Background: an optimization exercise with open tools, aiming at small area, a short achievable clock period and few clock cycles per item. Do not read the settings as production practice.
Where RTL was checked, it was by simulation tests only, not by an equivalence proof against the original.
No activity file was given, so power comes from the tool's default toggle rates.

## the previous run
==> module agc4_alu, before the edit <==
module agc4_alu (
    input  wire        clk,
    input  wire        rst,       
    input  wire        start,
    input  wire [2:0]  op,
    input  wire [15:0] a_in,      
    input  wire [15:0] k_in,      
    output wire        ready,
    output reg         done,
    output wire [15:0] res_a,
    output wire [15:0] res_lp,
    output reg  [1:0]  skip
);
    localparam OP_AD   = 3'd0;
    localparam OP_SU   = 3'd1;
    localparam OP_CS   = 3'd2;
    localparam OP_MASK = 3'd3;
    localparam OP_CCS  = 3'd4;
    localparam OP_MP   = 3'd5;
    localparam OP_DV   = 3'd6;
    localparam OP_TS   = 3'd7;
    reg         busy;       
    reg  [2:0]  cnt;        
    reg         md_dv;      
    reg         neg;        
    reg         inc;        
    reg  [15:0] h;          
    reg  [13:0] l;          
    reg  [15:0] d;          
    reg         e0, e1;     
    reg         fneg;       
    assign ready = !busy;
    wire [15:0] add_b = op[0] ? ~k_in : k_in;
    wire [16:0] add_s = {1'b0, a_in} + {1'b0, add_b};
    wire [15:0] nabs_k  = k_in[15] ? k_in : ~k_in;               
    wire        k_zero  = (k_in == 16'o000000) || (k_in == 16'o177777);
    wire        a_ovf   = a_in[15] ^ a_in[14];
    wire [15:0] ts_r    = a_ovf ? 16'o000001 : a_in;
    wire [13:0] abs_a   = a_in[15] ? ~a_in[13:0] : a_in[13:0];
    wire        sr  = h[14];                                    
    wire [14:0] dd  = {1'b0, d[13:0]} ^ {15{fneg}};             
    wire [14:0] t1  = {h[13:0], 1'b0} + dd + {14'd0, fneg};
    wire [14:0] ca  = {h[12:0], 2'b00} + dd + {14'd0, fneg};
    wire [15:0] d0  = (d & {16{e0}}) ^ {16{fneg}};
    wire [15:0] d1  = (d & {16{e1}}) ^ {16{fneg}};
    wire [17:0] x3  = {2'b00, h[13:0], 2'b00};
    wire [17:0] y3  = {fneg, d1, fneg};
    wire [17:0] z3  = {fneg, fneg, d0};
    wire [17:0] cs_s = x3 ^ y3 ^ z3;
    wire [17:0] cs_c = (x3 & y3) | (x3 & z3) | (y3 & z3);
    wire [17:0] cb  = cs_s + {cs_c[16:0], fneg} + {17'd0, fneg};
    wire        pick_b = (t1[14] == sr);
    wire [14:0] s2  = pick_b ? cb[14:0] : ca;
    wire [13:0] l_rev = {l[0], l[1], l[2], l[3], l[4], l[5], l[6],
                         l[7], l[8], l[9], l[10], l[11], l[12], l[13]};
    wire [15:0] h_inc = h + {15'd0, inc};
    assign res_a  = (md_dv ? {2'b00, l_rev} : h_inc) ^ {16{neg}};
    assign res_lp = {neg, neg, l};
    always @(posedge clk) begin
        if (rst) begin
            busy <= 1'b0;
            done <= 1'b0;
        end else if (busy) begin
            busy <= (cnt != 3'd0);
            done <= (cnt == 3'd0);
        end else begin
            busy <= start && (op == OP_MP || op == OP_DV);
            done <= start && !(op == OP_MP || op == OP_DV);
        end
    end
    always @(posedge clk) begin
        skip <= 2'd0;
        inc  <= 1'b0;
        if (busy) begin
            cnt <= cnt - 3'd1;
            fneg <= md_dv & ~s2[14];
            e0   <= md_dv | l[2];
            e1   <= md_dv | l[3];
            if (md_dv) begin
                h <= {1'b0, s2};
                l <= {~s2[14], ~t1[14], l[13:2]};
            end else begin
                h <= {2'b00, cb[17:4]};
                l <= {cb[3:2] ^ {2{neg}}, l[13:2]};    
            end
        end else begin
            cnt   <= 3'd6;
            md_dv <= (op == OP_DV);
            neg   <= 1'b0;
            d     <= (op == OP_DV) ? {2'b00, ~nabs_k[13:0]} : {~nabs_k[13:0], 2'b00};
            fneg  <= (op == OP_DV);
            e0    <= (op == OP_DV) | abs_a[0];
            e1    <= (op == OP_DV) | abs_a[1];
            l     <= abs_a;
            case (op)
                OP_AD, OP_SU: begin
                    h   <= add_s[15:0];
                    inc <= add_s[16];
                end
                OP_CS: begin
                    h    <= k_in;
                    neg  <= 1'b1;
                end
                OP_MASK:      h <= a_in & k_in;
                OP_CCS: begin
                    h    <= nabs_k;
                    inc  <= !k_zero;
                    neg  <= 1'b1;
                    skip <= {k_in[15], k_zero};
                end
                OP_MP: begin
                    h    <= 16'd0;
                    neg  <= a_in[15] ^ k_in[15];
                end
                OP_DV: begin
                    h    <= {2'b00, abs_a};
                    neg  <= a_in[15] ^ k_in[15];
                end
                default: begin    
                    h    <= ts_r;
                    neg  <= a_ovf & a_in[15];
                    skip <= {1'b0, a_ovf};
                end
            endcase
        end
    end
endmodule
==> flow/config.mk <==
export PLATFORM = sky130hd
export DESIGN_NAME = agc4_alu
export DESIGN_NICKNAME = agc4_alu
export VERILOG_FILES = /design/flow/design.v
export SDC_FILE = /design/flow/constraint.sdc
export NUM_CORES = 4
export LEC_CHECK = 0
export CAP_MARGIN = 20
export CORE_MARGIN = 2
export CORE_UTILIZATION = 55
export PLACE_DENSITY = 0.7
export SETUP_SLACK_MARGIN = 2.8
export SLEW_MARGIN = 20
==> flow/constraint.sdc <==
create_clock -name core_clock -period 7.0 [get_ports {clk}]
set_input_delay 1.4000 -clock core_clock [delete_from_list [all_inputs] [get_ports {clk}]]
set_output_delay 1.4000 -clock core_clock [all_outputs]
set_load 0.01 [all_outputs]
standard.sh (not shown) runs the stock make flow with config.mk's settings and CLKGATE_MAP_FILE= SYNTH_SCRIPT=/design/flow/synth_recipe.tcl, a recipe that flattens the netlist after the stock synthesis.
==> flow/flow/run.sh <==
#!/bin/bash
# Standard layout, with the input and output port buffers made as buf_2
# instead of the flow's default choice. Each tool's output goes to the
# ORFS logs; make's own output goes to standard.log.
set -euo pipefail
export BUFFER_PORTS_ARGS="-buffer_cell sky130_fd_sc_hd__buf_2"
bash standard.sh > standard.log 2>&1
The previous run reached the end of the flow, and the finished layout is clean on the timing, design-rule and antenna checks.
#### Input delta (the current run over the previous run)
diff --git a/flow/design.v b/flow/design.v
--- a/flow/design.v
+++ b/flow/design.v
@@ -27,7 +27,5 @@
     reg  [15:0] h;          
     reg  [13:0] l;          
-    reg  [15:0] d;          
-    reg         e0, e1;     
-    reg         fneg;       
+    reg  [13:0] d;          
     assign ready = !busy;
     wire [15:0] add_b = op[0] ? ~k_in : k_in;
@@ -39,15 +37,13 @@
     wire [13:0] abs_a   = a_in[15] ? ~a_in[13:0] : a_in[13:0];
     wire        sr  = h[14];                                    
-    wire [14:0] dd  = {1'b0, d[13:0]} ^ {15{fneg}};             
-    wire [14:0] t1  = {h[13:0], 1'b0} + dd + {14'd0, fneg};
-    wire [14:0] ca  = {h[12:0], 2'b00} + dd + {14'd0, fneg};
-    wire [15:0] d0  = (d & {16{e0}}) ^ {16{fneg}};
-    wire [15:0] d1  = (d & {16{e1}}) ^ {16{fneg}};
-    wire [17:0] x3  = {2'b00, h[13:0], 2'b00};
-    wire [17:0] y3  = {fneg, d1, fneg};
-    wire [17:0] z3  = {fneg, fneg, d0};
-    wire [17:0] cs_s = x3 ^ y3 ^ z3;
-    wire [17:0] cs_c = (x3 & y3) | (x3 & z3) | (y3 & z3);
-    wire [17:0] cb  = cs_s + {cs_c[16:0], fneg} + {17'd0, fneg};
+    wire [14:0] dd  = sr ? {1'b0, d} : ~{1'b0, d};              
+    wire [14:0] t1  = {h[13:0], 1'b0} + dd + {14'd0, ~sr};
+    wire [14:0] ca  = {h[12:0], 2'b00} + dd + {14'd0, ~sr};
+    wire [15:0] x3  = md_dv ? {1'b0, h[12:0], 2'b00} : {2'b00, h[13:0]};
+    wire [15:0] y3  = md_dv ? {dd, ~sr} : {1'b0, d & {14{l[1]}}, 1'b0};
+    wire [15:0] z3  = md_dv ? {dd[14], dd} : {2'b00, d & {14{l[0]}}};
+    wire [15:0] cs_s = x3 ^ y3 ^ z3;
+    wire [15:0] cs_c = (x3 & y3) | (x3 & z3) | (y3 & z3);
+    wire [15:0] cb  = cs_s + {cs_c[14:0], md_dv & ~sr} + {15'd0, md_dv & ~sr};
     wire        pick_b = (t1[14] == sr);
     wire [14:0] s2  = pick_b ? cb[14:0] : ca;
@@ -56,5 +52,5 @@
     wire [15:0] h_inc = h + {15'd0, inc};
     assign res_a  = (md_dv ? {2'b00, l_rev} : h_inc) ^ {16{neg}};
-    assign res_lp = {neg, neg, l};
+    assign res_lp = {2'b00, l} ^ {16{neg}};
     always @(posedge clk) begin
         if (rst) begin
@@ -74,13 +70,10 @@
         if (busy) begin
             cnt <= cnt - 3'd1;
-            fneg <= md_dv & ~s2[14];
-            e0   <= md_dv | l[2];
-            e1   <= md_dv | l[3];
             if (md_dv) begin
                 h <= {1'b0, s2};
                 l <= {~s2[14], ~t1[14], l[13:2]};
             end else begin
-                h <= {2'b00, cb[17:4]};
-                l <= {cb[3:2] ^ {2{neg}}, l[13:2]};    
+                h <= {2'b00, cb[15:2]};
+                l <= {cb[1:0], l[13:2]};
             end
         end else begin
@@ -88,8 +81,5 @@
             md_dv <= (op == OP_DV);
             neg   <= 1'b0;
-            d     <= (op == OP_DV) ? {2'b00, ~nabs_k[13:0]} : {~nabs_k[13:0], 2'b00};
-            fneg  <= (op == OP_DV);
-            e0    <= (op == OP_DV) | abs_a[0];
-            e1    <= (op == OP_DV) | abs_a[1];
+            d     <= ~nabs_k[13:0];
             l     <= abs_a;
             case (op)
--- outcome ---
The finished layout cell area of the current run was superior to that of the previous run.
The current run against the previous run: switching power as a share of total power picked up an extra 1.0 points, clock network fraction of total power now smaller, routed length on met2 fell by 13%.
When the final numbers for the current run and the previous run were put side by side, the worst hold slack turned out to be smaller in the current run.
Measured against the current run, the detailed-route wire length per cell of the previous run comes out at 1.10 times the reference value.
The current run gives more combinational cell fraction of total power than the previous run did.
The current run vs. the previous run: time the final worst path needs with I/O delays and setup now smaller, peak ir drop on the vdd network now smaller, die outline area now smaller.
The current run and the previous run ended up with nearly the same initial core utilization.
Comparing the current run and the previous run, number of signal-net buffers in the layout is higher on the current run.
The previous run ended up with h[14] as its capture point of the worst path; the current run ended up with res_a[14].
Testbench counts of the current run, summed over its fixed seeds: cycles 10,046, items 3,200.
The RTL of the previous run was laid out without a check of its function.

-- what the ideal ports hide --
How much do the figures lean on ideal ports? The routed layouts below were timed once more, with nothing changed but the port constraints.
Step 1, drivers: a clkbuf_16 drives clk and a buf_2 each remaining input, both assumed.
Step 2, shift: input delay + t, output delay - t, t = (earliest + latest rising clock arrival at the registers) / 2. This alone moves slack from input paths to output paths.
a / b / c = ideal / step 1 / step 2; a / b = the first two.
| run | shift t [ns] | setup slack, ns | worst hold slack (ns) | worst slew at a driven data input, ns |
|---|---|---|---|---|
| the previous run | 0.365 | 2.983 / 2.985 / 2.619 | 0.416 / 0.416 / 0.416 | 0.04 |
| the current run | 0.327 | 3.049 / 3.013 / 2.773 | 0.406 / 0.406 / 0.406 | 0.04 |
After both steps setup and hold are still met in every run listed. The setup slack of the previous run, which loses most, moves by +0.002 ns with the drivers and by -0.364 ns with both steps.
